Background: an optimization exercise with open tools, aiming at small area, a short achievable clock period and few clock cycles. Do not read the settings as production practice. No run shown here included a check of the RTL's function; only the layout flow was run. Power and IR drop assume default switching activity.

==> flow/design.v <==
module mbf_wtx (
    input  wire        clk,
    input  wire        rst,
    input  wire        tx_start,
    input  wire [15:0] tx_cmd,
    input  wire [15:0] tx_len,
    input  wire        tx_flip,
    input  wire        tx_ack,
    output wire        tx_busy,
    output reg         tx_done,
    output reg         tx_oversize,
    input  wire        tx_in_valid,
    input  wire [31:0] tx_in_data,
    output wire        tx_in_ready,
    output reg         pkt_valid,
    output reg  [31:0] pkt_data,
    output reg         pkt_last,
    input  wire        pkt_ready
);
    localparam MSG_MAX = 988;
    reg        h_valid;
    reg [15:0] h_cmd;
    reg [9:0]  h_len;
    reg        h_ovs;
    reg        h_flip;
    reg        h_ack;
    reg [2:0]  d_st;       
    reg [8:0]  d_rem;
    reg [3:0]  d_q;
    assign tx_busy = h_valid;
    reg        c_act;      
    reg        c_fin;      
    reg        c_flip;
    reg        c_ack;
    reg [3:0]  c_lidx;     
    reg [5:0]  c_lplen;    
    reg [3:0]  pidx;
    reg [3:0]  wpos;
    reg [15:0] carry;
    reg        sk_e;       
    reg [31:0] sk_d;
    assign tx_in_ready = sk_e;
    wire       in_fire = tx_in_valid & sk_e;
    wire [31:0] s_word = sk_e ? tx_in_data : sk_d;
    wire       s_avail = ~sk_e | tx_in_valid;
    wire       w0    = (wpos == 4'd0);
    wire       even  = ~pidx[0];
    wire       lastp = (pidx == c_lidx);
    wire [6:0] vb = {1'b0, c_lplen} + 7'd2;
    wire [3:0] mb;
    assign mb[0] = ~lastp | ({1'b0, wpos, 2'b00} + 7'd0 < vb);
    assign mb[1] = ~lastp | ({1'b0, wpos, 2'b00} + 7'd1 < vb);
    assign mb[2] = ~lastp | ({1'b0, wpos, 2'b00} + 7'd2 < vb);
    assign mb[3] = ~lastp | ({1'b0, wpos, 2'b00} + 7'd3 < vb);
    wire       need_s = even ? mb[2] : (~w0 & mb[0]);
    wire       out_free = ~pkt_valid | pkt_ready;
    wire       step     = c_act & out_free & (~need_s | s_avail);
    wire       consume  = step & need_s;
    wire [15:0] hdr = {pidx, c_lidx, c_flip, c_ack, lastp ? c_lplen : 6'd62};
    reg  [31:0] word;
    always @(*) begin
        case ({w0, even})
            2'b11:   word = {s_word[15:0], hdr};
            2'b10:   word = {carry, hdr};
            2'b01:   word = {s_word[15:0], carry};
            default: word = s_word;
        endcase
    end
    wire [31:0] word_m = word & {{8{mb[3]}}, {8{mb[2]}}, {8{mb[1]}}, {8{mb[0]}}};
    wire       d_done = d_st[2];
    wire       go     = h_valid & d_done & ~c_act & ~pkt_valid;
    wire       go_pkt = go & ~h_ovs;
    wire [5:0] plen0  = (d_q == 4'd0) ? d_rem[5:0] : 6'd62;
    reg        d_ge;
    reg [8:0]  d_nx;
    always @(*) begin
        case (d_st[1:0])
            2'd0: begin
                d_ge = (h_len > 10'd492);
                d_nx = d_ge ? 9'(h_len - 10'd492) : 9'(h_len + 10'd4);
            end
            2'd1: begin
                d_ge = (d_rem > 9'd248);
                d_nx = d_ge ? d_rem - 9'd248 : d_rem;
            end
            2'd2: begin
                d_ge = (d_rem > 9'd124);
                d_nx = d_ge ? d_rem - 9'd124 : d_rem;
            end
            default: begin
                d_ge = (d_rem > 9'd62);
                d_nx = d_ge ? d_rem - 9'd62 : d_rem;
            end
        endcase
    end
    always @(posedge clk) begin
        if (rst) begin
            h_valid <= 1'b0;
        end else if (!h_valid) begin
            if (tx_start) begin
                h_valid <= 1'b1;
                h_cmd   <= tx_cmd;
                h_len   <= tx_len[9:0];
                h_ovs   <= (tx_len > MSG_MAX);
                h_flip  <= tx_flip;
                h_ack   <= tx_ack;
            end
        end else if (go) begin
            h_valid <= 1'b0;
        end
        if (!h_valid) begin
            d_st <= 3'd0;
        end else if (!d_done) begin
            d_st  <= d_st + 3'd1;
            d_rem <= d_nx;
            d_q   <= {d_q[2:0], d_ge};
        end
        if (in_fire)
            sk_d <= tx_in_data;
        if (rst)
            sk_e <= 1'b1;
        else
            sk_e <= sk_e ? ~(in_fire & ~consume) : consume;
        if (rst) begin
            c_act     <= 1'b0;
            c_fin     <= 1'b0;
            pkt_valid <= 1'b0;
            tx_done   <= 1'b0;
        end else begin
            tx_done     <= (c_fin & pkt_valid & pkt_ready) | (go & h_ovs);
            tx_oversize <= go & h_ovs;
            if (c_fin & pkt_valid & pkt_ready)
                c_fin <= 1'b0;
            if (go_pkt) begin
                c_act     <= 1'b1;
                c_flip    <= h_flip;
                c_ack     <= h_ack;
                c_lidx    <= d_q;
                c_lplen   <= d_rem[5:0];
                pidx      <= 4'd0;
                wpos      <= 4'd1;
                carry     <= {6'd0, h_len};
                pkt_valid <= 1'b1;
                pkt_data  <= {h_cmd, 4'd0, d_q, h_flip, h_ack, plen0};
                pkt_last  <= 1'b0;
            end else if (step) begin
                pkt_valid <= 1'b1;
                pkt_data  <= word_m;
                pkt_last  <= (wpos == 4'd15);
                wpos      <= wpos + 4'd1;
                if (even && need_s)
                    carry <= s_word[31:16];
                if (wpos == 4'd15) begin
                    pidx <= pidx + 4'd1;
                    if (lastp) begin
                        c_act <= 1'b0;
                        c_fin <= 1'b1;
                    end
                end
            end else if (pkt_ready) begin
                pkt_valid <= 1'b0;
            end
        end
    end
endmodule
module mbf_wrx (
    input  wire        clk,
    input  wire        rst,
    input  wire        rx_strict,
    input  wire        rx_valid,
    input  wire [31:0] rx_data,
    input  wire        rx_last,
    input  wire [2:0]  rx_cnt,
    output reg         rd_valid,
    output reg  [31:0] rd_data,
    output reg  [2:0]  rd_cnt,
    output reg         res_valid,
    output reg  [1:0]  res_kind,
    output reg  [3:0]  res_err,
    output wire [15:0] res_cmd,
    output wire [15:0] res_len
);
    localparam [15:0] CMD_DBG_MESSAGE = 16'hF001;
    localparam [15:0] CMD_ID_RETRY    = 16'hF002;
    localparam [1:0] KIND_MESSAGE = 2'd0;
    localparam [1:0] KIND_RETRY   = 2'd1;
    localparam [1:0] KIND_DEBUG   = 2'd2;
    localparam [1:0] KIND_FAIL    = 2'd3;
    localparam [3:0] ERR_NONE         = 4'h0;
    localparam [3:0] ERR_LEN_MISMATCH = 4'h2;
    localparam [3:0] ERR_BAD_PACKET   = 4'h3;
    localparam [3:0] ERR_INCONSISTENT = 4'h4;
    localparam [3:0] ERR_TOO_LONG     = 4'h5;
    reg        first;        
    reg [4:0]  k;            
    reg [4:0]  nidx;         
    reg [3:0]  tot0;
    reg [9:0]  sum;          
    reg        p0ge4;        
    reg [15:0] cmd_q;
    reg [15:0] len_q;
    reg [4:0]  wpos;         
    reg [5:0]  plen_q;
    reg [3:0]  idx_q;
    reg [3:0]  tot_q;
    assign res_cmd = cmd_q;
    assign res_len = len_q;
    wire        w0     = (wpos == 5'd0);
    wire        w1     = (wpos == 5'd1);
    wire [2:0]  nb     = rx_cnt;
    wire [5:0]  plen_c = w0 ? rx_data[5:0]   : plen_q;
    wire [3:0]  idx_c  = w0 ? rx_data[15:12] : idx_q;
    wire [3:0]  tot_c  = w0 ? rx_data[11:8]  : tot_q;
    wire [15:0] len_c  = w1 ? rx_data[15:0]  : len_q;
    wire signed [7:0] t_q = $signed({2'b00, plen_q} + 8'd2) - $signed({1'b0, wpos, 2'b00});
    reg  [2:0]  tk_cnt;
    reg         tk_hi;       
    always @(*) begin
        tk_hi = 1'b0;
        if (w0) begin
            tk_hi  = 1'b1;
            tk_cnt = first ? 3'd0 :
                     (rx_data[5:1] != 5'd0) ? 3'd2 : {2'b00, rx_data[0]};
        end else if (w1 && first) begin
            tk_hi  = 1'b1;
            tk_cnt = (plen_q[5:3] != 3'd0 || plen_q[2:1] == 2'b11) ? 3'd2 :
                     (plen_q == 6'd5) ? 3'd1 : 3'd0;
        end else begin
            tk_cnt = t_q[7] ? 3'd0 : (t_q > 8'sd4) ? 3'd4 : t_q[2:0];
        end
    end
    wire        short_w0 = first || (nb < 3'd2) || ({1'b0, rx_data[5:0]} + 7'd2 > {4'd0, nb});
    wire        short_wn = (!t_q[7] && ((t_q > 8'sd4) || (nb < t_q[2:0]))) ||
                           (first && w1 && nb < 3'd2);
    wire        bad_pkt  = (plen_c == 6'd63) || (w0 ? short_w0 : short_wn);
    wire        too_long = !first && (k == 5'd16);
    wire        inconsist = rx_strict &&
                            (first ? (idx_c != 4'd0)
                                   : (({1'b0, idx_c} != nidx) || (tot_c != tot0)));
    wire        complete = (idx_c == tot_c);
    wire [15:0] len_m4   = {10'd0, plen_q} - 16'd4;
    wire [15:0] rest     = len_q + 16'd4 - {6'd0, sum};
    wire        len_ok   = first ? ((len_c == len_m4) && (plen_q[5:2] != 4'd0))
                                 : ((rest == {10'd0, plen_c}) && p0ge4);
    wire        ev       = rx_valid && rx_last;
    wire        fail     = bad_pkt || too_long || inconsist;
    wire        ended    = fail || complete;
    always @(posedge clk) begin
        rd_data  <= {rx_data[31:16], tk_hi ? rx_data[31:16] : rx_data[15:0]};
        rd_cnt   <= tk_cnt;
        res_kind <= fail || !len_ok      ? KIND_FAIL :
                    (cmd_q == CMD_DBG_MESSAGE) ? KIND_DEBUG :
                    (cmd_q == CMD_ID_RETRY)    ? KIND_RETRY : KIND_MESSAGE;
        res_err  <= bad_pkt   ? ERR_BAD_PACKET :
                    too_long  ? ERR_TOO_LONG :
                    inconsist ? ERR_INCONSISTENT :
                    !len_ok   ? ERR_LEN_MISMATCH : ERR_NONE;
        if (rst) begin
            first     <= 1'b1;
            wpos      <= 5'd0;
            rd_valid  <= 1'b0;
            res_valid <= 1'b0;
        end else begin
            rd_valid  <= rx_valid && (tk_cnt != 3'd0);
            res_valid <= ev && ended;
            if (rx_valid) begin
                if (w0) begin
                    plen_q <= rx_data[5:0];
                    idx_q  <= rx_data[15:12];
                    tot_q  <= rx_data[11:8];
                    if (first) cmd_q <= rx_data[31:16];
                end
                if (first && w1) len_q <= rx_data[15:0];
                if (rx_last) begin
                    wpos  <= 5'd0;
                    first <= ended;
                    k     <= first ? 5'd1 : k + 5'd1;
                    sum   <= (first ? 10'd0 : sum) + {4'd0, plen_c};
                    nidx  <= {1'b0, idx_c} + 5'd1;
                    if (first) begin
                        tot0  <= tot_c;
                        p0ge4 <= (plen_c[5:2] != 4'd0);
                    end
                end else if (!wpos[4]) begin
                    wpos <= wpos + 5'd1;
                end
            end
        end
    end
endmodule
module mbf_framer32 (
    input  wire        clk,
    input  wire        rst,
    input  wire        tx_start,
    input  wire [15:0] tx_cmd,
    input  wire [15:0] tx_len,
    input  wire        tx_flip,
    input  wire        tx_ack,
    output wire        tx_busy,
    output wire        tx_done,
    output wire        tx_oversize,
    input  wire        tx_in_valid,
    input  wire [31:0] tx_in_data,
    output wire        tx_in_ready,
    output wire        pkt_valid,
    output wire [31:0] pkt_data,
    output wire        pkt_last,
    input  wire        pkt_ready,
    input  wire        rx_strict,
    input  wire        rx_valid,
    input  wire [31:0] rx_data,
    input  wire        rx_last,
    input  wire [2:0]  rx_cnt,
    output wire        rd_valid,
    output wire [31:0] rd_data,
    output wire [2:0]  rd_cnt,
    output wire        res_valid,
    output wire [1:0]  res_kind,
    output wire [3:0]  res_err,
    output wire [15:0] res_cmd,
    output wire [15:0] res_len
);
    mbf_wtx u_tx (
        .clk(clk), .rst(rst),
        .tx_start(tx_start), .tx_cmd(tx_cmd), .tx_len(tx_len),
        .tx_flip(tx_flip), .tx_ack(tx_ack),
        .tx_busy(tx_busy), .tx_done(tx_done), .tx_oversize(tx_oversize),
        .tx_in_valid(tx_in_valid), .tx_in_data(tx_in_data), .tx_in_ready(tx_in_ready),
        .pkt_valid(pkt_valid), .pkt_data(pkt_data), .pkt_last(pkt_last),
        .pkt_ready(pkt_ready)
    );
    mbf_wrx u_rx (
        .clk(clk), .rst(rst),
        .rx_strict(rx_strict), .rx_valid(rx_valid), .rx_data(rx_data),
        .rx_last(rx_last), .rx_cnt(rx_cnt),
        .rd_valid(rd_valid), .rd_data(rd_data), .rd_cnt(rd_cnt),
        .res_valid(res_valid), .res_kind(res_kind), .res_err(res_err),
        .res_cmd(res_cmd), .res_len(res_len)
    );
endmodule
==> flow/run.sh <==
#!/bin/bash
# synth_recipe.tcl (not shown) runs the flow's synth.tcl, then flattens the netlist and writes it again
# the make line also repeats each setting of config.mk as NAME=value (left out here)
make -C /OpenROAD-flow-scripts/flow DESIGN_CONFIG=/design/flow/config.mk WORK_HOME=/design/flow/orfs CLKGATE_MAP_FILE= SYNTH_SCRIPT=/design/flow/synth_recipe.tcl finish
==> flow/config.mk <==
export PLATFORM = sky130hd
export DESIGN_NAME = mbf_framer32
export DESIGN_NICKNAME = mbf_framer32
export VERILOG_FILES = /design/flow/design.v
export SDC_FILE = /design/flow/constraint.sdc
export NUM_CORES = 4
export LEC_CHECK = 0
export CAP_MARGIN = 20
export CORE_MARGIN = 2
export CORE_UTILIZATION = 40
export SLEW_MARGIN = 20
==> flow/constraint.sdc <==
create_clock -name core_clock -period 8.0 [get_ports {clk}]
set_input_delay 1.6000 -clock core_clock [delete_from_list [all_inputs] [get_ports {clk}]]
set_output_delay 1.6000 -clock core_clock [all_outputs]
set_load 0.01 [all_outputs]
==> results of run 1 <==
Yosys cell counts (4+ instances only):
cell type,number
edfxtp_1,215
nor2_1,105
nand2_1,93
ha_1,72
inv_1,69
a21oi_1,67
dfxtp_1,57
mux2i_1,44
xnor2_1,44
clkbuf_1,43
o21ai_0,35
xor2_1,32
mux2_2,26
nor2b_1,22
a211oi_1,20
nand3_1,19
nor3_1,19
nand4_1,16
o31ai_1,16
nor4_1,15
and2_1,11
nand2b_1,11
o2111ai_1,11
o211ai_1,11
a21o_1,10
and3_1,9
o21a_1,9
a31oi_1,7
a22oi_1,6
buf_1,6
a2111oi_0,5
buf_2,5
o22a_1,5
a221oi_1,4
nor3b_1,4
o21bai_1,4
o22ai_1,4
or2_2,4
stage by stage:
step | utilization | hold WS, ns | cells
2_1_floorplan | - | 0.426 | 1217
3_3_place_gp | 0.482 | 0.429 | 1851
3_5_place_dp | 0.482 | 0.442 | 1851
4_1_cts | 0.511 | 0.458 | 1905
5_1_grt | 0.511 | 0.481 | 1905
6_report | 0.511 | 0.470 | 1905
final cells by class:
class | instances | area [um2]
clock buffer | 37 | 861
clock inverter | 17 | 146
fill | 3085 | 16800
inverter | 69 | 259
multi-input combinational | 819 | 5810
sequential | 272 | 7600
tap | 455 | 569
timing repair buffer | 236 | 2320
placed cells by master, fill, tap and decap left out, types with 15 or more instances in the layout:
master and n:
clkdlybuf4s50_1 220, edfxtp_1 215, nor2_1 104, nand2_1 93
ha_1 72, inv_1 69, a21oi_1 67, dfxtp_1 56
mux2i_1 44, xnor2_1 44, o21ai_0 35, clkbuf_16 33
xor2_1 32, mux2_2 26, nor2b_1 21, a211oi_1 20
nand3_1 19, nor3_1 19, nand4_1 16, o31ai_1 16
buf_4 16, nor4_1 15
report_power, final:
part | internal [uW] | leakage, uW | switching [uW]
Combinational | 197 | 0.00355 | 203
Sequential | 1590 | 0.00245 | 44.1
Clock | 805 | 0.000511 | 581
worst paths after layout:
kind / slack [ns] / endpoint / depth (start not counted)
setup / recovery: 3.94 / u_rx.first / 10
hold / removal: 0.47 / u_tx.c_ack / 0
setup reg to reg: 4.08 / u_tx.pkt_data[27] / 12
hold reg to reg: 0.47 / u_tx.c_ack / 0
worst max-delay path: cells and delay by family:
| family | cells | cell delay [ns] |
|---|---|---|
| compound gates | 5 | 1.40 |
| fa+ha+maj | 2 | 0.61 |
| buf+inv | 2 | 0.76 |
| simple gates | 1 | 0.12 |
metal layers:
metal | wire (um) | global-route usage | vias up | part of all wire
met3 | 2060 | 0.0346 | 56 | 0.057
met4 | 968 | 0.0590 | 0 | 0.027
li1 | - | - | 4916 | -
met1 | 16300 | 0.264 | 4816 | 0.45
met5 | 0 | 0 | - | 0
met2 | 16700 | 0.325 | 303 | 0.46
sequential cells by signal, summed over array words and instances (netlist names), 5 cells and up:
name / count
u_rx.rd_data: 32
u_tx.pkt_data: 32
u_tx.sk_d: 32
u_rx.cmd_q: 16
u_rx.len_q: 16
u_tx.carry: 16
u_tx.h_cmd: 16
u_rx.sum: 10
u_tx.h_len: 10
u_tx.d_rem: 9
u_rx.plen_q: 6
u_tx.c_lplen: 6
u_rx.k: 5
u_rx.nidx: 5
u_rx.wpos: 5
cells by family after synthesis:
logic type / after synthesis / share of synthesized area
flip-flops: 272 / 0.547
XOR/XNOR: 76 / 0.0480
other: 1 / 0.000270
AND/OR/NAND/NOR: 349 / 0.124
adder cells (fa/ha/maj): 75 / 0.0692
multiplexers: 71 / 0.0545
AO/OA/AOI/OAI: 247 / 0.121
buffers and inverters: 126 / 0.0359
==> summary.txt, run 1 <==
Status
  • Outcome: no timing/DRC/antenna violations

Logic synthesis
  • Top_reg_cell synth: edfxtp_1
  • Top cell type's share of synthesized area: 0.465
  • Synth async-reset ratio: 0
  • Syn nets: 1401
  • Post-synth top area cell: edfxtp_1
  • Cell variety after synth: 77
  • Post-synth EDFFs: 215
  • Avg Cell Area, Syn: ~11 um2
  • Yosys warning total: 2
  • Synth Instances: 1217
  • Cell Area, Synth: approximately 14000 um2
  • Synth area leaders: edfxtp_1, dfxtp_1, ha_1
  • Register bit count reported by yosys: 272
  • Sequential area share after synthesis: 0.547

Final layout
  • Layout area overhead: 26.6%
  • Antenna Cells: 0
  • Design area: around 18000 um2
  • # nets final: 1611
  • Layout cell share with drive strength beyond 1: 0.0786

Floorplanning
  • FP Rows: 68
  • # IOs: around 220
  • Initial Util: 0.404
  • Die height: around 190 um
  • Core Region: ~34000 um2
  • Die X: 190 um
  • DIE AREA: roughly 36000 um2

Detailed routing
  • Drt pass-1 iters: 5
  • Post-Route WL: 36.0 mm
  • DRC viols: 0
  • Routed vias: 10100
  • WL per Instance: 18.9 um
  • Final ANT Viol Nets: 0
  • DRT iter0 DRCs: around 580
  • Drt via density: 5.30

Clocking
  • Maximum buffer depth of the clock tree: 3
  • CTS clk-pin slew, worst paths: around 0.060 ns
  • Clk Latency, worst-skew pair: approximately 0.56 ns
  • Root Buffer: clkbuf_16
  • Post-CTS Setup Inserts: 0
  • Hold bufs inserted after CTS: 0
  • Post-cts resize count: 0
  • CTS tree: built
  • H-tree lvl count: 1
  • Total CTS buffers: 29
  • Clock Sinks: 272

Place
  • Gp weighted congestion: 0.869
  • Post-DP HPWL: 26.6 mm
  • I/O Buffers: 220
  • Place WS: 3.40 ns
  • Placed Area: 16600 um2

Run
  • MaxCap Viol Count: 0

Global routing
  • Total grt overflow: 0
  • First-pass GRT wire length: between 50 and 60 mm
  • Vias in the first global route: roughly 10000
  • Gr usage total: 0.196
  • Largest net degree at the start of global routing: 68
  • Antenna violations before repair: 0

Min path
  • HP Start: u_tx.h_ack
  • Hold Path Class: reg -> reg

Timing
  • Final slew viol count: 0
  • # setup viols final: 0
  • Post-route clock period utilization: 0.507
  • RSZ-0062 raised after global routing: false
  • Tmin final: 4.06 ns
  • Fin Setup TNS: 0 ns
  • Setup ws final: 3.94 ns
  • Slew headroom: 0.421
  • Slew @ Worst Pin: 0.868 ns
  • Worst Clk Skew: 0.0149 ns
  • Hold Vio Cnt, Final: 0
  • Fmax: 247 MHz

Power and ir drop
  • Total Power: 3420 uW
  • Leak: between 0.006 and 0.007 uW
  • VDD IR-drop max: 0.000149 V
  • Pwr/cell area: 195 nW/um2

Setup path
  • Critical path data arrival time: roughly 4.5 ns
  • Crit path top cell by count: ha_1
  • Crit. Startpoint: rx_data[1]
  • Cell chain of the critical path: clkdlybuf4s50_1 -> inv_1 -> ha_1 -> ha_1 -> o21a_1 -> o21ai_0 -> nand4_1 -> a22oi_1 -> o311ai_0 -> o31a_1
  • Crit Path Class: in -> reg
  • Largest stage delay on the critical path: 0.60 ns
  • Worst r2r src: u_tx.c_lplen[1]
  • Critical path's slowest cell: clkdlybuf4s50_1
  • CP endpoint kind: flop
  • Worst setup SP type: input pin
  • Worst path required time: 8.45 ns
  • Critical Path Fanout Max: 5
==> inputs of run 2 (changes only) <==
--- a/flow/config.mk
+++ b/flow/config.mk
@@ -9,3 +9,4 @@
 export CORE_MARGIN = 2
 export CORE_UTILIZATION = 40
+export SETUP_SLACK_MARGIN = 5
 export SLEW_MARGIN = 20
==> summary.txt, run 2 <==
Detailed routing
  • Post-Route WL: 39.6 mm (+10%)
  • WL per Instance: 19.9 um (+5.5%)
  • Drt via density: 5.36 (+1.1%)
  • Final ANT Viol Nets: 0 (unchanged)
  • DRC viols: 0 (unchanged)
  • Drt pass-1 iters: 7 (+2)
  • DRT iter0 DRCs: 799 (+37%)
  • Routed vias: 10700 (+5.6%)

Logic synthesis
  • Fraction of synthesized area in multiplexers: 0.0545 (unchanged)
  • Post-Synth Adder-Cell Area: 0.0692 (unchanged)
  • Synth top cells by count: edfxtp_1, nor2_1, nand2_1, ha_1, inv_1
  • Synth area leaders: edfxtp_1, dfxtp_1, ha_1
  • Avg Cell Area, Syn: 11.4 um2 (unchanged)
  • XOR/XNOR Fraction of Synth Area: 0.0480 (unchanged)
  • Syn nets: 1401 (unchanged)
  • Top cell type's share of synthesized area: 0.465 (unchanged)
  • Top_reg_cell synth: edfxtp_1
  • Register bit count reported by yosys: 272 (unchanged)
  • Post-synth top area cell: edfxtp_1
  • Synth Area in Simple Gates: 0.124 (unchanged)
  • Cell variety after synth: 77 (unchanged)
  • Synth Area in Compound Gates: 0.121 (unchanged)
  • Top-count cell post-synth: edfxtp_1
  • Largest family of logic cells by synthesized area: simple AND/OR/NAND/NOR gates
  • Synth Instances: 1217 (unchanged)
  • Cell Area, Synth: 13900 um2 (unchanged)
  • Sequential area share after synthesis: 0.547 (unchanged)
  • Yosys warning total: 2 (unchanged)
  • Synth async-reset ratio: 0 (unchanged)
  • Post-synth EDFFs: 215 (unchanged)

Setup path
  • Setup crit end: u_rx.res_kind[0]
  • R2r setup slk: 4.82 ns (+0.74 ns)
  • Worst r2r src: u_rx.plen_q[2]
  • Worst r2r path cells: 10 (-2)
  • CP endpoint kind: flop
  • Critical Path Fanout Max: 4 (-1)
  • Critical path data arrival time: 3.63 ns (-0.87 ns)
  • Crit Path Class: reg -> reg
  • Worst setup SP type: flop
  • Worst path required time: 8.45 ns (about the same)
  • Crit. Startpoint: u_rx.plen_q[2]
  • Capture point of the worst reg-to-reg path: u_rx.res_kind[0]

Timing
  • Fmax: 315 MHz (+28%)
  • Slew @ Worst Pin: 0.904 ns (+0.0351 ns)
  • Slew headroom: 0.398 (-0.0234)
  • Worst Clk Skew: 0.0126 ns (-0.00227 ns)
  • Final slew viol count: 0 (unchanged)
  • Post-route clock period utilization: 0.397 (-0.110)
  • # setup viols final: 0 (unchanged)
  • RSZ-0062 raised after global routing: true
  • Hold Vio Cnt, Final: 0 (unchanged)
  • Tmin final: 3.18 ns (-0.876 ns)
  • Setup ws final: 4.82 ns (+0.876 ns)
  • Fin Setup TNS: 0 ns (unchanged)

Global routing
  • Vias in the first global route: 10500 (+4.6%)
  • Gr usage total: 0.213 (+0.0170)
  • Largest net degree at the start of global routing: 68 (unchanged)
  • First-pass GRT wire length: 59.9 mm (+7.9%)
  • Antenna violations before repair: 0 (unchanged)
  • Total grt overflow: 0 (unchanged)

Power and ir drop
  • Leak: 0.00719 uW (+10%)
  • Total Power: 3510 uW (+2.6%)
  • Combinational Power Share: 0.129 (+0.012)
  • Int Pwr: 2650 uW (+2.0%)
  • Pwr/cell area: 186 nW/um2 (-4.3%)
  • NetSw: 866 uW (+4.6%)
  • Reg power frac: 0.465 (-0.013)
  • VDD IR-drop max: 0.000177 V (+19%)
  • Net Sw Frac: 0.247 (+0.00464)
  • Clock network power share: 0.405 (about the same)

Final layout
  • Most frequent cells in the layout: edfxtp_1, dlygate4sd2_1, nor2_1
  • Reg area: 7610 um2 (+0.15%)
  • Area occupied by multi-input gates: 6360 um2 (+9.5%)
  • FILL cells: 2960 (-4.1%)
  • Core Util, Final: 0.548 (+0.0373)
  • # nets final: 1694 (+5.2%)
  • Commonest non-fill, non-tap cell in the layout: edfxtp_1
  • Layout cell share with drive strength beyond 1: 0.186 (+0.107)
  • Layout area overhead: 35.8%
  • Design area: 18800 um2 (+7.3%)
  • Regs by FF count: u_rx.rd_data: 32 flops, u_tx.pkt_data: 32 flops, u_tx.sk_d: 32 flops
  • Antenna Cells: 0 (unchanged)

Floorplanning
  • DIE AREA: 36200 um2 (unchanged)
  • Die height: 190 um (unchanged)
  • # IOs: 222 (unchanged)
  • Die X: 190 um (unchanged)
  • Initial Util: 0.404 (unchanged)
  • FP Rows: 68 (unchanged)
  • Core Region: 34400 um2 (unchanged)

Place
  • I/O Buffers: 220 (unchanged)
  • Gp weighted congestion: 0.860 (-1.1%)
  • Placed Area: 16800 um2 (+1.2%)
  • Place WS: 3.57 ns (+0.176 ns)
  • Post-DP HPWL: 27.2 mm (+2.5%)

Clocking
  • Clock Sinks: 272 (unchanged)
  • Maximum buffer depth of the clock tree: 3 (unchanged)
  • Hold bufs inserted after CTS: 0 (unchanged)
  • H-tree lvl count: 1 (unchanged)
  • Root Buffer: clkbuf_16
  • Clk Latency, worst-skew pair: 0.57 ns (about the same)
  • CTS clk-pin slew, worst paths: 0.07 ns (about the same)
  • Total CTS buffers: 30 (+3.4%)
  • CTS tree: built

Status
  • Outcome: no timing/DRC/antenna violations

Run
  • MaxCap Viol Count: 0 (unchanged)

Min path
  • Hold Path Class: reg -> reg
## run 2: metal layers
layer | up-vias | share of wire | global-route usage
met5 | - | 0 | 0
met4 | 0 | 0.033 | 0.0754
met3 | 67 | 0.062 | 0.0366
met2 | 368 | 0.46 | 0.344
met1 | 5131 | 0.45 | 0.291
li1 | 5087 | - | -
## run 2: worst min-delay path by stage
stage	from	endpoint	slack [ns]	depth (start not counted)
after floorplan	u_tx.h_ack	u_tx.c_ack	0.43	0
after global placement	u_tx.h_flip	u_tx.c_flip	0.43	0
after detailed placement	u_tx.h_ack	u_tx.c_ack	0.44	0
after CTS	u_tx.h_ack	u_tx.c_ack	0.46	0
after global routing	u_tx.h_ack	u_tx.c_ack	0.49	0
final	u_tx.h_ack	u_tx.c_ack	0.46	0
## run 2: timing repair
action                                  CTS  global route
resized for setup                       206            53
pin swaps                                32            40
cloned                                    1             4
endpoints found under the setup margin  248            75
buffers inserted                         54            26
## run 2: cell type report
cell class	count	area share
repair buffers	318	0.159
well taps	455	0.0302
flip-flops and latches	272	0.404
inverters	69	0.0152
multi-input cells	819	0.338
clock inverters	17	0.00856
clock buffers	39	0.0461
## run 2: worst max-delay path, cell delays in order, from the launching register on
cell      delay, ns
edfxtp_1       0.48
ha_1           0.28
xor2_1         0.29
fa_2           0.50
or3_4          0.41
nor4_2         0.24
o21ai_1        0.11
a22oi_2        0.19
buf_6          0.15
nand2_1        0.08
a311o_1        0.32
## run 2: through the flow
stage | hold WS [ns] | std cells
finish | 0.457 | 1989
global route | 0.492 | 1989
CTS | 0.460 | 1959
floorplan | 0.426 | 1217
detailed placement | 0.438 | 1848
global placement | 0.432 | 1848
## run 2: power groups by stage
| stage | Sequential [uW] | Combinational [uW] | Clock (uW) |
|---|---|---|---|
| 2_1_floorplan | 1660 | 241 | 0 |
| 3_3_place_gp | 1670 | 404 | 0 |
| 3_5_place_dp | 1670 | 408 | 0 |
| 4_1_cts | 1630 | 435 | 1450 |
| 5_1_grt | 1640 | 495 | 1510 |
| 6_report | 1640 | 454 | 1420 |
## run 2: kinds of logic after synthesis
family          Yosys count
simple gates            349
flops                   272
compound gates          247
buf+inv                 126
xor+xnor                 76
fa+ha+maj                75
mux                      71
other cells               1
==> inputs of run 3 (changes only) <==
--- a/flow/config.mk
+++ b/flow/config.mk
@@ -6,4 +6,5 @@
 export NUM_CORES = 4
 export LEC_CHECK = 0
+export ABC_CLOCK_PERIOD_IN_PS = 2500
 export CAP_MARGIN = 20
 export CORE_MARGIN = 2
==> summary.txt, run 3 <==
Detailed routing
  • Met2 wire len: 18.2 mm (unchanged)
  • Drt pass-1 iters: 7 (unchanged)
  • Wl on met1: 17.7 mm (unchanged)
  • Routed vias: 10700 (unchanged)
  • WL per Instance: 19.9 um (unchanged)
  • DRC viols: 0 (unchanged)
  • Top Metal Used: met4
  • DRT iter0 DRCs: 799 (unchanged)
  • Drt via density: 5.36 (unchanged)
  • Post-Route WL: 39.6 mm (unchanged)
  • Final ANT Viol Nets: 0 (unchanged)
  • WL met3: 2.44 mm (unchanged)

Global routing
  • Antenna violations before repair: 0 (unchanged)
  • First-pass GRT wire length: 59.9 mm (unchanged)
  • Vias in the first global route: 10500 (unchanged)
  • Total grt overflow: 0 (unchanged)
  • Gr usage total: 0.213 (unchanged)
  • Largest net degree at the start of global routing: 68 (unchanged)

Logic synthesis
  • Synth async-reset ratio: 0 (unchanged)
  • Top_reg_cell synth: edfxtp_1
  • Post-synth EDFFs: 215 (unchanged)
  • Syn nets: 1401 (unchanged)
  • Top-count cell post-synth: edfxtp_1
  • Synth top cells by count: edfxtp_1, nor2_1, nand2_1, ha_1, inv_1
  • Post-synth top area cell: edfxtp_1
  • Synth area leaders: edfxtp_1, dfxtp_1, ha_1
  • Synth Instances: 1217 (unchanged)
  • Cell Area, Synth: 13900 um2 (unchanged)
  • Avg Cell Area, Syn: 11.4 um2 (unchanged)
  • Top cell type's share of synthesized area: 0.465 (unchanged)
  • Cell variety after synth: 77 (unchanged)
  • Sequential area share after synthesis: 0.547 (unchanged)
  • Register bit count reported by yosys: 272 (unchanged)
  • Yosys warning total: 2 (unchanged)

Clocking
  • Hold bufs inserted after CTS: 0 (unchanged)
  • Maximum buffer depth of the clock tree: 3 (unchanged)
  • Clk Latency, worst-skew pair: 0.57 ns (about the same)
  • H-tree lvl count: 1 (unchanged)
  • Total CTS buffers: 30 (unchanged)
  • Root Buffer: clkbuf_16
  • Clock Sinks: 272 (unchanged)
  • CTS tree: built
  • CTS clk-pin slew, worst paths: 0.07 ns (about the same)

Power and ir drop
  • NetSw: 866 uW (unchanged)
  • Clock network power share: 0.405 (about the same)
  • Leak: 0.00719 uW (unchanged)
  • Int Pwr: 2650 uW (unchanged)
  • VDD IR-drop max: 0.000177 V (unchanged)
  • Combinational Power Share: 0.129 (about the same)
  • Net Sw Frac: 0.247 (unchanged)
  • Reg power frac: 0.465 (about the same)
  • Pwr/cell area: 186 nW/um2 (unchanged)

Timing
  • Setup ws final: 4.82 ns (unchanged)
  • Final slew viol count: 0 (unchanged)
  • Fin Setup TNS: 0 ns (unchanged)
  • Slew headroom: 0.398 (unchanged)
  • Post-route clock period utilization: 0.397 (unchanged)
  • Fmax: 315 MHz (unchanged)
  • Worst Clk Skew: 0.0126 ns (unchanged)
  • Hold Vio Cnt, Final: 0 (unchanged)
  • # setup viols final: 0 (unchanged)
  • Tmin final: 3.18 ns (unchanged)
  • RSZ-0062 raised after global routing: true
  • Slew @ Worst Pin: 0.904 ns (unchanged)

Floorplanning
  • # IOs: 222 (unchanged)
  • Die X: 190 um (unchanged)
  • Core Region: 34400 um2 (unchanged)
  • FP Rows: 68 (unchanged)
  • Initial Util: 0.404 (unchanged)
  • Die height: 190 um (unchanged)
  • DIE AREA: 36200 um2 (unchanged)

Setup path
  • Worst r2r src: u_rx.plen_q[2]
  • Critical path data arrival time: 3.63 ns (about the same)
  • Crit. Startpoint: u_rx.plen_q[2]
  • R2r setup slk: 4.82 ns (about the same)
  • Critical path's slowest cell: fa_2
  • Worst path required time: 8.45 ns (about the same)
  • Worst r2r path cells: 10 (unchanged)
  • Critical Path Fanout Max: 4 (unchanged)
  • Worst path depth: 10 (unchanged)
  • Largest stage delay on the critical path: 0.50 ns (about the same)
  • Cell chain of the critical path: ha_1 -> xor2_1 -> fa_2 -> or3_4 -> nor4_2 -> o21ai_1 -> a22oi_2 -> buf_6 -> nand2_1 -> a311o_1
  • Capture point of the worst reg-to-reg path: u_rx.res_kind[0]
  • Setup crit end: u_rx.res_kind[0]
  • Crit Path Class: reg -> reg
  • CP endpoint kind: flop
  • Top delay family on crit path: adder cells
  • Worst setup SP type: flop
  • Worst path bufs/invs: 1 (unchanged)

Final layout
  • Most frequent cells in the layout: edfxtp_1, dlygate4sd2_1, nor2_1
  • Commonest non-fill, non-tap cell in the layout: edfxtp_1
  • Layout cell share with drive strength beyond 1: 0.186 (unchanged)
  • Regs by FF count: u_rx.rd_data: 32 flops, u_tx.pkt_data: 32 flops, u_tx.sk_d: 32 flops
  • Layout area overhead: 35.8% (unchanged)
  • Core Util, Final: 0.548 (unchanged)
  • # nets final: 1694 (unchanged)
  • Antenna Cells: 0 (unchanged)

Place
  • Gp weighted congestion: 0.860 (unchanged)
  • Place WS: 3.57 ns (unchanged)
  • Post-DP HPWL: 27.2 mm (unchanged)
  • I/O Buffers: 220 (unchanged)

Min path
  • Worst hold stages: 0 (unchanged)
  • Hold Path Class: reg -> reg

Status
  • Outcome: no timing/DRC/antenna violations

Run
  • MaxCap Viol Count: 0 (unchanged)
## run 3: cell counts after synthesis
Identical to the previous run, type by type.
## run 3: metal layers
layer,global-route usage,vias to the layer above
li1,-,5087
met2,0.344,368
met5,0,-
met1,0.291,5131
met3,0.0366,67
met4,0.0754,0
## run 3: final cells by class
class	instances	area, um2
inverters	69	287
flip-flops and latches	272	7610
fillers	2960	15500
clock buffers	39	868
well taps	455	569
clock inverters	17	161
multi-input cells	819	6360
repair buffers	318	2990
## run 3: logic make-up after synthesis
kind of cell	after synthesis	synth area share
adder cells (fa/ha/maj)	75	0.0692
flip-flops	272	0.547
buffers and inverters	126	0.0359
AO/OA/AOI/OAI	247	0.121
XOR/XNOR	76	0.0480
multiplexers	71	0.0545
other	1	0.000270
AND/OR/NAND/NOR	349	0.124
## run 3: per-stage QoR
stage | hold slack (ns) | area [um2] | total power (uW) | cells
2_1_floorplan | 0.426 | 14100 | 1900 | 1217
3_3_place_gp | 0.432 | 16800 | 2080 | 1848
3_5_place_dp | 0.438 | 16800 | 2080 | 1848
4_1_cts | 0.460 | 18400 | 3520 | 1959
5_1_grt | 0.492 | 18800 | 3640 | 1989
6_report | 0.457 | 18800 | 3510 | 1989
## run 3: power by group through the flow
stage                     clock (uW)  combinational, uW  sequential [uW]
after detailed placement           0                408             1670
after global routing            1510                495             1640
final                           1420                454             1640
after global placement             0                404             1670
after CTS                       1450                435             1630
after floorplan                    0                241             1660
## run 3: worst min-delay path by stage
stage,start,end,slack [ns]
2_1_floorplan,u_tx.h_ack,u_tx.c_ack,0.43
3_3_place_gp,u_tx.h_flip,u_tx.c_flip,0.43
3_5_place_dp,u_tx.h_ack,u_tx.c_ack,0.44
4_1_cts,u_tx.h_ack,u_tx.c_ack,0.46
5_1_grt,u_tx.h_ack,u_tx.c_ack,0.49
6_report,u_tx.h_ack,u_tx.c_ack,0.46
## run 3: repair_timing
| item | 4_1_cts | 5_1_grt |
|---|---|---|
| gates cloned | 1 | 4 |
| pin swaps | 32 | 40 |
| resized for setup | 206 | 53 |
| setup endpoints to repair | 248 | 75 |
| endpoints found under the hold margin | 0 | 0 |
| buffers inserted | 54 | 26 |
==> inputs of run 4 (changes only) <==
--- a/flow/design.v
+++ b/flow/design.v
@@ -46,11 +46,13 @@
     wire       w0    = (wpos == 4'd0);
     wire       even  = ~pidx[0];
-    wire       lastp = (pidx == c_lidx);
-    wire [6:0] vb = {1'b0, c_lplen} + 7'd2;
+    reg        lastp;      
+    wire [5:0] vmax  = c_lplen + 6'd1;
+    wire       w_lt  = (wpos < vmax[5:2]);
+    wire       w_eq  = (wpos == vmax[5:2]);
     wire [3:0] mb;
-    assign mb[0] = ~lastp | ({1'b0, wpos, 2'b00} + 7'd0 < vb);
-    assign mb[1] = ~lastp | ({1'b0, wpos, 2'b00} + 7'd1 < vb);
-    assign mb[2] = ~lastp | ({1'b0, wpos, 2'b00} + 7'd2 < vb);
-    assign mb[3] = ~lastp | ({1'b0, wpos, 2'b00} + 7'd3 < vb);
+    assign mb[0] = ~lastp | w_lt | w_eq;
+    assign mb[1] = ~lastp | w_lt | (w_eq & (vmax[1:0] != 2'd0));
+    assign mb[2] = ~lastp | w_lt | (w_eq & vmax[1]);
+    assign mb[3] = ~lastp | w_lt | (w_eq & (vmax[1:0] == 2'd3));
     wire       need_s = even ? mb[2] : (~w0 & mb[0]);
     wire       out_free = ~pkt_valid | pkt_ready;
@@ -138,4 +140,5 @@
                 c_lidx    <= d_q;
                 c_lplen   <= d_rem[5:0];
+                lastp     <= (d_q == 4'd0);
                 pidx      <= 4'd0;
                 wpos      <= 4'd1;
@@ -152,5 +155,6 @@
                     carry <= s_word[31:16];
                 if (wpos == 4'd15) begin
-                    pidx <= pidx + 4'd1;
+                    pidx  <= pidx + 4'd1;
+                    lastp <= (pidx + 4'd1 == c_lidx);
                     if (lastp) begin
                         c_act <= 1'b0;
@@ -213,5 +217,5 @@
     wire [3:0]  tot_c  = w0 ? rx_data[11:8]  : tot_q;
     wire [15:0] len_c  = w1 ? rx_data[15:0]  : len_q;
-    wire signed [7:0] t_q = $signed({2'b00, plen_q} + 8'd2) - $signed({1'b0, wpos, 2'b00});
+    wire [7:0]  t_q = {2'b00, plen_q} + 8'd2 - {1'b0, wpos, 2'b00};
     reg  [2:0]  tk_cnt;
     reg         tk_hi;       
@@ -227,9 +231,9 @@
                      (plen_q == 6'd5) ? 3'd1 : 3'd0;
         end else begin
-            tk_cnt = t_q[7] ? 3'd0 : (t_q > 8'sd4) ? 3'd4 : t_q[2:0];
+            tk_cnt = t_q[7] ? 3'd0 : (t_q[6:0] > 7'd4) ? 3'd4 : t_q[2:0];
         end
     end
     wire        short_w0 = first || (nb < 3'd2) || ({1'b0, rx_data[5:0]} + 7'd2 > {4'd0, nb});
-    wire        short_wn = (!t_q[7] && ((t_q > 8'sd4) || (nb < t_q[2:0]))) ||
+    wire        short_wn = (!t_q[7] && ((t_q[6:0] > 7'd4) || (nb < t_q[2:0]))) ||
                            (first && w1 && nb < 3'd2);
     wire        bad_pkt  = (plen_c == 6'd63) || (w0 ? short_w0 : short_wn);
@@ -240,7 +244,7 @@
     wire        complete = (idx_c == tot_c);
     wire [15:0] len_m4   = {10'd0, plen_q} - 16'd4;
-    wire [15:0] rest     = len_q + 16'd4 - {6'd0, sum};
+    wire [10:0] rest     = {1'b0, len_q[9:0]} + 11'd4 - {1'b0, sum};
     wire        len_ok   = first ? ((len_c == len_m4) && (plen_q[5:2] != 4'd0))
-                                 : ((rest == {10'd0, plen_c}) && p0ge4);
+                                 : ((rest == {5'd0, plen_c}) && (len_q[15:10] == 6'd0) && p0ge4);
     wire        ev       = rx_valid && rx_last;
     wire        fail     = bad_pkt || too_long || inconsist;
--- a/flow/config.mk
+++ b/flow/config.mk
@@ -6,8 +6,9 @@
 export NUM_CORES = 4
 export LEC_CHECK = 0
-export ABC_CLOCK_PERIOD_IN_PS = 2500
 export CAP_MARGIN = 20
 export CORE_MARGIN = 2
 export CORE_UTILIZATION = 40
+export CTS_BUF_LIST = sky130_fd_sc_hd__clkbuf_8
+export CTS_CLUSTER_SIZE = 30
 export SETUP_SLACK_MARGIN = 5
 export SLEW_MARGIN = 20
==> summary.txt, run 4 <==
Clocking
  • CTS clk-pin slew, worst paths: 0.06 ns (about the same)
  • CTS tree: built
  • H-tree lvl count: 2 (+1)
  • Hold bufs inserted after CTS: 0 (unchanged)
  • Clock Sinks: 273 (+0.37%)
  • Root Buffer: clkbuf_8
  • Total CTS buffers: 48 (+60%)
  • Clk Latency, worst-skew pair: 0.60 ns (+0.03 ns)
  • Maximum buffer depth of the clock tree: 3 (unchanged)

Power and ir drop
  • Pwr/cell area: 187 nW/um2 (+0.50%)
  • VDD IR-drop max: 0.000117 V (-34%)
  • Leak: 0.00708 uW (-1.6%)

Logic synthesis
  • XOR/XNOR Fraction of Synth Area: 0.0486 (+0.000636)
  • Top cell type's share of synthesized area: 0.478 (+0.0129)
  • Synth Instances: 1160 (-4.7%)
  • Yosys warning total: 2 (unchanged)
  • Synth Area in Simple Gates: 0.115 (-0.00916)
  • Cell variety after synth: 74 (-3.9%)
  • Avg Cell Area, Syn: 11.7 um2 (+2.6%)
  • Top_reg_cell synth: edfxtp_1
  • Post-Synth Adder-Cell Area: 0.0662 (-0.00303)
  • Synth Area in Compound Gates: 0.120 (-0.000645)
  • Post-synth top area cell: edfxtp_1
  • Register bit count reported by yosys: 273 (+0.37%)
  • Sequential area share after synthesis: 0.562 (+0.0147)
  • Post-synth EDFFs: 216 (+0.47%)
  • Fraction of synthesized area in multiplexers: 0.0526 (-0.00189)
  • Syn nets: 1339 (-4.4%)
  • Synth top cells by count: edfxtp_1, nor2_1, nand2_1, a21oi_1, ha_1
  • Largest family of logic cells by synthesized area: compound AO/OA/AOI/OAI gates
  • Synth async-reset ratio: 0 (unchanged)
  • Synth area leaders: edfxtp_1, dfxtp_1, ha_1
  • Cell Area, Synth: 13600 um2 (-2.2%)
  • Top-count cell post-synth: edfxtp_1

Setup path
  • CP endpoint kind: output pin
  • Critical Path Fanout Max: 2 (-2)
  • Worst path required time: 6.40 ns (-2.05 ns)
  • Crit Path Class: reg -> out
  • Worst r2r path cells: 10 (unchanged)
  • Critical path data arrival time: 1.43 ns (-2.20 ns)
  • Worst setup SP type: flop

Floorplanning
  • Die height: 188 um (-1.1%)
  • Die X: 188 um (-1.1%)
  • FP Rows: 67 (-1.5%)
  • Core Region: 33400 um2 (-2.7%)
  • # IOs: 222 (unchanged)
  • Initial Util: 0.406 (+0.00188)
  • DIE AREA: 35400 um2 (-2.2%)

Detailed routing
  • WL per Instance: 20.5 um (+2.8%)
  • Drt via density: 5.27 (-1.5%)
  • DRT iter0 DRCs: 685 (-14%)
  • Post-Route WL: 39.8 mm (+0.44%)
  • Drt pass-1 iters: 7 (unchanged)
  • Final ANT Viol Nets: 0 (unchanged)
  • DRC viols: 0 (unchanged)
  • Routed vias: 10300 (-3.7%)

Final layout
  • Commonest non-fill, non-tap cell in the layout: edfxtp_1
  • Most frequent cells in the layout: edfxtp_1, dlygate4sd2_1, nor2_1, clkdlybuf4s50_1, nand2_1
  • # nets final: 1631 (-3.7%)
  • Regs by FF count: u_rx.rd_data: 32 flops, u_tx.pkt_data: 32 flops, u_tx.sk_d: 32 flops
  • Layout area overhead: 33.8%
  • Layout cell share with drive strength beyond 1: 0.178 (-0.00817)

Timing
  • Hold Vio Cnt, Final: 0 (unchanged)
  • Tmin final: 3.03 ns (-0.154 ns)
  • Fmax: 331 MHz (+5.1%)
  • Post-route clock period utilization: 0.378 (-0.0192)
  • # setup viols final: 0 (unchanged)
  • Fin Setup TNS: 0 ns (unchanged)
  • RSZ-0062 raised after global routing: true
  • Worst Clk Skew: 0.0363 ns (+0.0237 ns)
  • Hold Slack: 0.461 ns (+0.00320 ns)
  • Slew headroom: 0.314 (-0.0835)
  • Final slew viol count: 0 (unchanged)
  • Slew @ Worst Pin: 1.01 ns (+0.111 ns)

Global routing
  • Largest net degree at the start of global routing: 70 (+2.9%)
  • First-pass GRT wire length: 59.5 mm (-0.74%)
  • Vias in the first global route: 10100 (-3.8%)
  • Total grt overflow: 0 (unchanged)
  • Antenna violations before repair: 5 (+5)
  • Gr usage total: 0.219 (+0.00512)

Place
  • Gp weighted congestion: 0.882 (+2.6%)
  • I/O Buffers: 220 (unchanged)
  • Post-DP HPWL: 27.8 mm (+2.1%)

Run
  • MaxCap Viol Count: 0 (unchanged)

Min path
  • Worst hold stages: 0 (unchanged)
  • Hold Path Class: reg -> reg

Status
  • Outcome: no timing/DRC/antenna violations
[run 4: kinds of logic (layout without fill, tap and decap cells)]
kind of cell / count (synthesis) / after routing
DFF: 273 / 273
xor gates and xnor gates: 72 / 72
and+or+nand+nor: 308 / 309
adders and majority gates: 70 / 70
muxes: 68 / 68
other: 1 / 5
buffers and inverters: 116 / 446
AOI/OAI and AO/OA: 252 / 253
[run 4: final cells by class]
| class | count | area [um2] |
|---|---|---|
| antenna | 4 | 10.0 |
| clock buffer | 56 | 771 |
| clock inverter | 34 | 210 |
| fill | 2910 | 15300 |
| inverter | 63 | 256 |
| multi-input combinational | 773 | 6050 |
| sequential | 273 | 7630 |
| tap | 448 | 561 |
| timing repair buffer | 293 | 2660 |
[run 4: final timing paths]
check                     start                to  slack (ns)
setup / recovery  u_rx.len_q[6]        res_len[6]        4.97
hold / removal       u_tx.h_ack        u_tx.c_ack        0.46
setup reg to reg  u_rx.len_q[1]  u_rx.res_kind[0]        4.98
hold reg to reg      u_tx.h_ack        u_tx.c_ack        0.46
[run 4: worst max-delay path, stage by stage, from the launching register on]
cell,delay (ns)
edfxtp_1,0.40
buf_4,0.16
dlygate4sd2_1,0.27
[run 4: power by group]
| group | switching (uW) | internal (uW) | total [uW] |
|---|---|---|---|
| combinational | 232 | 219 | 450 |
| clock | 598 | 708 | 1310 |
| sequential | 46.1 | 1600 | 1650 |
[run 4: timing repair]
| item | 4_1_cts | 5_1_grt |
|---|---|---|
| setup endpoints to repair | 255 | 109 |
| setup buffers | 33 | 28 |
| gates resized for setup | 205 | 32 |
| pin swaps | 17 | 25 |
| cloned | 2 | 1 |
[run 4: metrics by stage]
stage | std cells | total power, uW | util | setup slack, ns | area [um2]
3_3_place_gp | 1786 | 2090 | 0.491 | 3.77 | 16400
2_1_floorplan | 1160 | 1900 | - | 4.64 | 13800
6_report | 1944 | 3400 | 0.543 | 4.97 | 18200
3_5_place_dp | 1786 | 2100 | 0.491 | 3.75 | 16400
4_1_cts | 1911 | 3420 | 0.533 | 4.94 | 17800
5_1_grt | 1943 | 3540 | 0.543 | 4.88 | 18200
[run 4: layer usage]
layer  vias up  GRT usage  wire length (um)
met4         2     0.0751              1070
li1       4892          -                 -
met2       360      0.338             17800
met3        66     0.0410              2600
met5         -          0                13
met1      4934      0.308             18300
==> inputs of run 5 (changes only) <==
--- a/flow/config.mk
+++ b/flow/config.mk
@@ -6,9 +6,8 @@
 export NUM_CORES = 4
 export LEC_CHECK = 0
+export ABC_AREA = 1
 export CAP_MARGIN = 20
 export CORE_MARGIN = 2
 export CORE_UTILIZATION = 40
-export CTS_BUF_LIST = sky130_fd_sc_hd__clkbuf_8
-export CTS_CLUSTER_SIZE = 30
 export SETUP_SLACK_MARGIN = 5
 export SLEW_MARGIN = 20
==> summary.txt, run 5 <==
Status
  • Outcome: no timing/DRC/antenna violations

Place
  • Post-DP HPWL: 30.1 mm (+8.5%)
  • Gp weighted congestion: 0.902 (+2.3%)
  • I/O Buffers: 220 (unchanged)
  • Placed Instances: 2085 (+17%)
  • Place WS: 3.65 ns (-0.0995 ns)

Timing
  • Hold Slack: 0.474 ns (+0.0130 ns)
  • Final slew viol count: 0 (unchanged)
  • # setup viols final: 0 (unchanged)
  • Setup ws final: 5.04 ns (+0.0616 ns)
  • Worst Clk Skew: 0.00874 ns (-0.0276 ns)
  • Post-route clock period utilization: 0.370 (-0.00770)
  • Fmax: 337 MHz (+2.1%)
  • Slew @ Worst Pin: 1.02 ns (+0.00274 ns)
  • Tmin final: 2.96 ns (-0.0616 ns)
  • Fin Setup TNS: 0 ns (unchanged)
  • Hold Vio Cnt, Final: 0 (unchanged)
  • Slew headroom: 0.320 (+0.00579)
  • RSZ-0062 raised after global routing: true

Final layout
  • Area occupied by multi-input gates: 5530 um2 (-8.7%)
  • FILL cells: 3028 (+4.1%)
  • Commonest non-fill, non-tap cell in the layout: nand2_1
  • # nets final: 1881 (+15%)
  • Antenna Cells: 0 (-4)
  • Finished Layout Cells: 2171 (+12%)
  • Regs by FF count: u_rx.rd_data: 32 flops, u_tx.pkt_data: 32 flops, u_tx.sk_d: 32 flops
  • Layout cell share with drive strength beyond 1: 0.102 (-0.0760)
  • Layout area overhead: 30.7%
  • Most frequent cells in the layout: nand2_1, edfxtp_1, inv_1
  • Reg area: 7630 um2 (about the same)

Setup path
  • Worst r2r src: u_tx.c_lplen[1]
  • Crit Path Class: reg -> out
  • R2r setup slk: 5.04 ns (+0.06 ns)
  • Cell chain of the critical path: dlygate4sd2_1
  • Crit. Startpoint: u_rx.len_q[5]
  • Critical path's slowest cell: edfxtp_1
  • Top delay family on crit path: flip-flops
  • Worst r2r path cells: 17 (+7)
  • Worst path required time: 6.40 ns (about the same)
  • CP endpoint kind: output pin
  • Worst path bufs/invs: 1 (-1)
  • Critical Path Fanout Max: 3 (+1)
  • Capture point of the worst reg-to-reg path: u_tx.carry[12]
  • Largest stage delay on the critical path: 0.48 ns (+0.08 ns)
  • Critical path data arrival time: 1.36 ns (-0.07 ns)
  • Worst setup SP type: flop

Floorplanning
  • Initial Util: 0.408 (+0.00189)
  • DIE AREA: 35700 um2 (+0.95%)
  • Core Region: 33600 um2 (+0.50%)
  • Die X: 189 um (+0.47%)
  • # IOs: 222 (unchanged)
  • Die height: 189 um (+0.47%)
  • FP Rows: 67 (unchanged)

Clocking
  • CTS tree: built
  • Maximum buffer depth of the clock tree: 3 (unchanged)
  • CTS clk-pin slew, worst paths: 0.06 ns (about the same)
  • Hold bufs inserted after CTS: 0 (unchanged)
  • H-tree lvl count: 1 (-1)
  • Total CTS buffers: 29 (-40%)
  • Root Buffer: clkbuf_16
  • Clk Latency, worst-skew pair: 0.55 ns (-0.05 ns)
  • Clock Sinks: 273 (unchanged)

Logic synthesis
  • Post-synth top area cell: edfxtp_1
  • Top-count cell post-synth: nand2_1
  • Cell Area, Synth: 13700 um2 (+0.97%)
  • Yosys warning total: 2 (unchanged)
  • Top cell type's share of synthesized area: 0.473 (-0.00458)
  • Synth async-reset ratio: 0 (unchanged)
  • Synth top cells by count: nand2_1, edfxtp_1, inv_1, nor2_1, o21ai_0
  • Register bit count reported by yosys: 273 (unchanged)
  • Avg Cell Area, Syn: 9.50 um2 (-19%)
  • Sequential area share after synthesis: 0.557 (-0.00539)
  • Cell variety after synth: 59 (-20%)
  • Synth area leaders: edfxtp_1, nand2_1, dfxtp_1
  • Top_reg_cell synth: edfxtp_1
  • Synth Instances: 1442 (+24%)
  • Syn nets: 1621 (+21%)
  • Post-synth EDFFs: 216 (unchanged)

Power and ir drop
  • Leak: 0.00761 uW (+7.6%)
  • VDD IR-drop max: 0.000162 V (+38%)
  • Pwr/cell area: 190 nW/um2 (+1.6%)
  • Total Power: 3410 uW (+0.18%)

Detailed routing
  • DRT iter0 DRCs: 1034 (+51%)
  • Drt via density: 5.21 (-1.3%)
  • Routed vias: 11300 (+10%)
  • WL per Instance: 19.1 um (-6.4%)
  • Post-Route WL: 41.6 mm (+4.5%)
  • DRC viols: 0 (unchanged)
  • Final ANT Viol Nets: 0 (unchanged)
  • Drt pass-1 iters: 5 (-2)

Global routing
  • Vias in the first global route: 10700 (+6.7%)
  • Most used routing layer: met2
  • First-pass GRT wire length: 62.1 mm (+4.3%)
  • Antenna violations before repair: 1 (-4)
  • Met3 Resource Use GR: 0.0352 (-0.00576)
  • Global routing usage on met2: 0.357 (+0.0191)
  • Total grt overflow: 0 (unchanged)
  • Largest net degree at the start of global routing: 39 (-44%)
  • Gr usage total: 0.224 (+0.00539)
  • Met1 GRT Util: 0.321 (+0.0126)

Min path
  • HP Start: u_tx.h_ack
  • Hold Path Sink: u_tx.c_ack
  • Worst hold stages: 0 (unchanged)
  • Hold Path Class: reg -> reg

Run
  • MaxCap Viol Count: 0 (unchanged)
[run 5: cell count changes in the layout (fill, tap and decap cells not counted), moves of 31 or more]
| cell | previous run | this run |
|---|---|---|
| buf_4 | 68 | 34 |
| clkbuf_16 | 0 | 31 |
| clkbuf_8 | 56 | 0 |
| inv_1 | 69 | 174 |
| mux2i_1 | 40 | 3 |
| nand2_1 | 72 | 335 |
| nand3_1 | 18 | 67 |
| xnor2_1 | 45 | 8 |
[run 5: cell type report]
class                   instances  share of cell area
repair inverters                1            0.000419
clock buffers                  32              0.0412
multi-input cells             945               0.309
clock inverters                20             0.00972
well taps                     448              0.0313
repair buffers                264               0.141
flip-flops and latches        273               0.426
inverters                     188              0.0407
[run 5: worst max-delay path by stage]
stage / cells past startpoint / endpoint / slack, ns
floorplan: 12 / u_rx.sum[9] / 4.83
global placement: 4 / u_tx.pkt_data[6] / 3.73
detailed placement: 4 / u_tx.pkt_data[6] / 3.65
CTS: 1 / rd_data[26] / 5.00
global route: 17 / u_tx.carry[12] / 4.93
finish: 1 / res_len[5] / 5.04
[run 5: routing by layer]
| metal | up-vias | part of all wire |
|---|---|---|
| met1 | 5449 | 0.46 |
| li1 | 5424 | - |
| met5 | - | 0.00038 |
| met3 | 44 | 0.067 |
| met4 | 2 | 0.016 |
| met2 | 383 | 0.46 |
[run 5: kinds of logic after synthesis]
kind of cell	Yosys count	share of synthesized area
muxes	5	0.00384
xor gates and xnor gates	41	0.0262
AOI/OAI and AO/OA	234	0.102
DFF	273	0.557
other	1	0.000274
buffers and inverters	224	0.0638
and+or+nand+nor	594	0.182
adders and majority gates	70	0.0656
[run 5: power by group]
group	leakage, uW	switching [uW]	internal [uW]
clock	0.000444	559	755
combinational	0.00470	276	191
sequential	0.00247	29.1	1600
total	0.00761	864	2540
[run 5: metrics by stage]
stage                     instance area, um2  utilization
after floorplan                        13900            -
after CTS                              17600        0.524
after global routing                   17900        0.532
after detailed placement               16600        0.493
after global placement                 16600        0.492
final                                  17900        0.532
[run 5: what timing repair did]
item | CTS | global route
gates resized for setup | 147 | 49
setup endpoints to repair | 258 | 89
gates cloned | 2 | 2
pin swaps | 6 | 16
setup buffers | 17 | 13
==> inputs of run 6 (changes only) <==
==> flow/flow/run.sh (new file) <==
#!/bin/bash
set -euo pipefail
export BUFFER_PORTS_ARGS="-buffer_cell sky130_fd_sc_hd__buf_1"
bash standard.sh > standard.log 2>&1
==> flow/standard.sh (new file) <==
#!/bin/bash
# synth_recipe.tcl (not shown) runs the flow's synth.tcl, then flattens the netlist and writes it again
# the make line also repeats each setting of config.mk as NAME=value (left out here)
make -C /OpenROAD-flow-scripts/flow DESIGN_CONFIG=/design/flow/config.mk WORK_HOME=/design/flow/orfs CLKGATE_MAP_FILE= SYNTH_SCRIPT=/design/flow/synth_recipe.tcl "${@:-finish}"
--- a/flow/config.mk
+++ b/flow/config.mk
@@ -6,8 +6,9 @@
 export NUM_CORES = 4
 export LEC_CHECK = 0
-export ABC_AREA = 1
 export CAP_MARGIN = 20
 export CORE_MARGIN = 2
 export CORE_UTILIZATION = 40
+export CTS_BUF_LIST = sky130_fd_sc_hd__clkbuf_8
+export CTS_CLUSTER_SIZE = 30
 export SETUP_SLACK_MARGIN = 5
 export SLEW_MARGIN = 20
removed: flow/run.sh
==> summary.txt, run 6 <==
Status
  • Outcome: no timing/DRC/antenna violations

Logic synthesis
  • Syn nets: 1339 (-17%)
  • Cell Area, Synth: 13600 um2 (-0.96%)
  • Avg Cell Area, Syn: 11.7 um2 (+23%)
  • Yosys warning total: 2 (unchanged)
  • Post-synth top area cell: edfxtp_1
  • Synth area leaders: edfxtp_1, dfxtp_1, ha_1
  • Register bit count reported by yosys: 273 (unchanged)
  • Synth top cells by count: edfxtp_1, nor2_1, nand2_1, a21oi_1, ha_1
  • Cell variety after synth: 74 (+25%)
  • Top-count cell post-synth: edfxtp_1
  • Post-synth EDFFs: 216 (unchanged)
  • Top cell type's share of synthesized area: 0.478 (+0.00458)
  • Synth Instances: 1160 (-20%)
  • Synth async-reset ratio: 0 (unchanged)
  • Top_reg_cell synth: edfxtp_1
  • Sequential area share after synthesis: 0.562 (+0.00539)

Floorplanning
  • FP Rows: 67 (unchanged)
  • Die height: 188 um (-0.47%)
  • DIE AREA: 35400 um2 (-0.94%)
  • Die X: 188 um (-0.47%)
  • Core Region: 33400 um2 (-0.50%)
  • Initial Util: 0.406 (-0.00189)
  • # IOs: 222 (unchanged)

Global routing
  • Antenna violations before repair: 4 (+3)
  • Vias in the first global route: 9888 (-7.8%)
  • First-pass GRT wire length: 58.3 mm (-6.1%)
  • Largest net degree at the start of global routing: 70 (+79%)
  • Total grt overflow: 0 (unchanged)
  • Gr usage total: 0.214 (-0.0100)

Min path
  • Hold Path Class: reg -> reg

Timing
  • Fin Setup TNS: 0 ns (unchanged)
  • Post-route clock period utilization: 0.377 (+0.00682)
  • # setup viols final: 0 (unchanged)
  • Fmax: 331 MHz (-1.8%)
  • Worst Clk Skew: 0.0470 ns (+0.0383 ns)
  • Slew headroom: 0.327 (+0.00711)
  • Tmin final: 3.02 ns (+0.0546 ns)
  • Slew @ Worst Pin: 0.996 ns (-0.0218 ns)
  • RSZ-0062 raised after global routing: true
  • Hold Vio Cnt, Final: 0 (unchanged)
  • Final slew viol count: 0 (unchanged)

Setup path
  • Worst setup SP type: input pin
  • CP endpoint kind: flop
  • Critical Path Fanout Max: 5 (+2)
  • Worst path required time: 8.34 ns (+1.94 ns)
  • Critical path data arrival time: 3.36 ns (+2.00 ns)
  • Crit Path Class: in -> reg

Final layout
  • Layout area overhead: 24.4%
  • Reg area: 7640 um2 (about the same)
  • Regs by FF count: u_rx.rd_data: 32 flops, u_tx.pkt_data: 32 flops, u_tx.sk_d: 32 flops
  • Area occupied by multi-input gates: 5990 um2 (+8.4%)
  • Most frequent cells in the layout: edfxtp_1, buf_1, nor2_1
  • Commonest non-fill, non-tap cell in the layout: edfxtp_1
  • Finished Layout Cells: 1933 (-11%)
  • Layout cell share with drive strength beyond 1: 0.167 (+0.0658)
  • FILL cells: 3005 (-0.76%)
  • # nets final: 1621 (-14%)

Clocking
  • CTS tree: built
  • CTS clk-pin slew, worst paths: 0.06 ns (about the same)
  • Total CTS buffers: 50 (+72%)
  • Hold bufs inserted after CTS: 0 (unchanged)
  • Root Buffer: clkbuf_8
  • Maximum buffer depth of the clock tree: 3 (unchanged)
  • Clk Latency, worst-skew pair: 0.62 ns (+0.07 ns)
  • Clock Sinks: 273 (unchanged)
  • H-tree lvl count: 2 (+1)

Power and ir drop
  • Clock network power share: 0.396 (+0.011)
  • Net Sw Frac: 0.261 (+0.00772)
  • Leak: 0.00633 uW (-17%)
  • Pwr/cell area: 201 nW/um2 (+5.4%)
  • VDD IR-drop max: 0.000135 V (-16%)
  • Int Pwr: 2500 uW (-1.6%)
  • Combinational Power Share: 0.118 (-0.019)
  • Reg power frac: 0.486 (+0.009)
  • NetSw: 884 uW (+2.4%)

Detailed routing
  • DRC viols: 0 (unchanged)
  • Post-Route WL: 38.6 mm (-7.2%)
  • Routed vias: 10300 (-9.1%)
  • Drt via density: 5.31 (+2.1%)
  • Drt pass-1 iters: 5 (unchanged)
  • WL per Instance: 20.0 um (+4.3%)
  • Final ANT Viol Nets: 0 (unchanged)
  • DRT iter0 DRCs: 740 (-28%)

Run
  • MaxCap Viol Count: 0 (unchanged)

Place
  • I/O Buffers: 220 (unchanged)
  • Post-DP HPWL: 27.2 mm (-9.9%)
  • Gp weighted congestion: 0.887 (-1.6%)
  • Placed Instances: 1786 (-14%)
run 6: cell count changes after synthesis, moves of 17 or more:
| cell | delta |
|---|---|
| nor2b_1 | +17 |
| nand2_1 | -270 |
| o21ai_0 | -22 |
| clkbuf_1 | +21 |
| nor2_1 | -21 |
| nand3_1 | -53 |
| mux2i_1 | +47 |
| inv_1 | -123 |
| a22o_1 | +20 |
| xnor2_1 | +38 |
run 6: stage by stage:
stage / instance area [um2] / setup slack [ns] / utilization / total power (uW) / hold slack [ns]
3_5_place_dp: 15100 / 4.15 / 0.450 / 2030 / 0.489
4_1_cts: 16500 / 4.93 / 0.494 / 3400 / 0.498
2_1_floorplan: 13800 / 4.64 / - / 1900 / 0.424
6_report: 16900 / 4.98 / 0.504 / 3390 / 0.486
5_1_grt: 16900 / 4.87 / 0.504 / 3530 / 0.510
3_3_place_gp: 15100 / 4.22 / 0.450 / 2030 / 0.483
run 6: layer usage:
metal  share of wire  track usage  up-vias  wire length, um
li1                -            -     4881                -
met1            0.46        0.310     4978            17700
met2            0.45        0.322      348            17300
met3           0.068       0.0417       63             2620
met4           0.024       0.0694        2              916
met5         0.00034            0        -               13
run 6: worst paths after layout:
kind                              startpoint  cells after the start  slack [ns]           to
worst max register to register  u_rx.wpos[1]                     15        5.01  u_rx.sum[8]
worst min register to register    u_tx.h_ack                      0        0.49   u_tx.c_ack
worst min-delay path              u_tx.h_ack                      0        0.49   u_tx.c_ack
worst max-delay path              rx_data[0]                     12        4.98  u_rx.sum[8]
run 6: timing repair:
action,CTS,global route
setup endpoints to repair,101,61
gates cloned,2,1
pin swaps,15,25
gates resized for setup,35,51
setup buffers,34,15
run 6: cell families (layout without fill, tap and decap cells):
group                      after synthesis  count (layout)  share of synthesized area
DFF                                    273             273                      0.562
AOI/OAI and AO/OA                      252             252                      0.120
and+or+nand+nor                        308             310                      0.115
muxes                                   68              68                     0.0526
xor gates and xnor gates                72              72                     0.0486
other                                    1               4                   0.000276
adders and majority gates               70              70                     0.0662
buffers and inverters                  116             436                     0.0352
run 6: power by group through the flow:
stage	clock network (uW)	registers (uW)	logic, uW
floorplan	0	1660	241
global placement	0	1680	354
detailed placement	0	1680	358
CTS	1370	1650	381
global route	1430	1650	441
finish	1340	1650	400
run 6: area by class of cell:
class | count | share of cell area
clock buffer | 58 | 0.0473
inverter | 63 | 0.0155
timing repair buffer | 281 | 0.0831
sequential | 273 | 0.453
tap | 448 | 0.0332
antenna | 3 | 0.000445
clock inverter | 34 | 0.0126
multi-input combinational | 773 | 0.355
run 6: worst max-delay path: stages:
cell      delay, ns
buf_4          0.14
mux2i_4        0.16
inv_2          0.08
ha_4           0.17
fa_2           0.34
a21o_1         0.18
a21oi_2        0.15
o21bai_1       0.09
a21oi_2        0.17
nor3_2         0.06
xnor2_1        0.17
nor2_1         0.06

port drivers added, routing unchanged:
The flow's constraints put no driver on any port. The routed layouts listed below were extracted and timed again, unchanged, in two steps.
Step 1, drivers: a clkbuf_16 drives clk and a buf_2 each remaining input, both assumed.
Step 2, shift: input delay + t, output delay - t, t = (earliest + latest rising clock arrival at the registers) / 2. This alone moves slack from input paths to output paths.
a / b / c = no drivers / after step 1 / after step 2; a / b = the first two.
run | t, ns | setup slack, ns | clock arrival spread, ns | worst register clock-pin slew, ns
run 1 | 0.607 | 3.945 / 3.965 / 3.358 | 0.016 / 0.016 | 0.07 / 0.07
run 2 | 0.615 | 4.821 / 4.821 / 4.334 | 0.014 / 0.014 | 0.07 / 0.07
run 3 | 0.615 | 4.821 / 4.821 / 4.334 | 0.014 / 0.014 | 0.07 / 0.07
run 4 | 0.626 | 4.975 / 4.927 / 4.365 | 0.037 / 0.036 | 0.07 / 0.07
run 5 | 0.598 | 5.036 / 4.982 / 4.481 | 0.012 / 0.012 | 0.07 / 0.07
run 6 | 0.648 | 4.982 / 4.975 / 4.327 | 0.048 / 0.048 | 0.07 / 0.07
After both steps setup and hold are still met in every run listed. The setup slack of run 6, which loses most, moves by -0.007 ns with the drivers and by -0.655 ns with both steps.
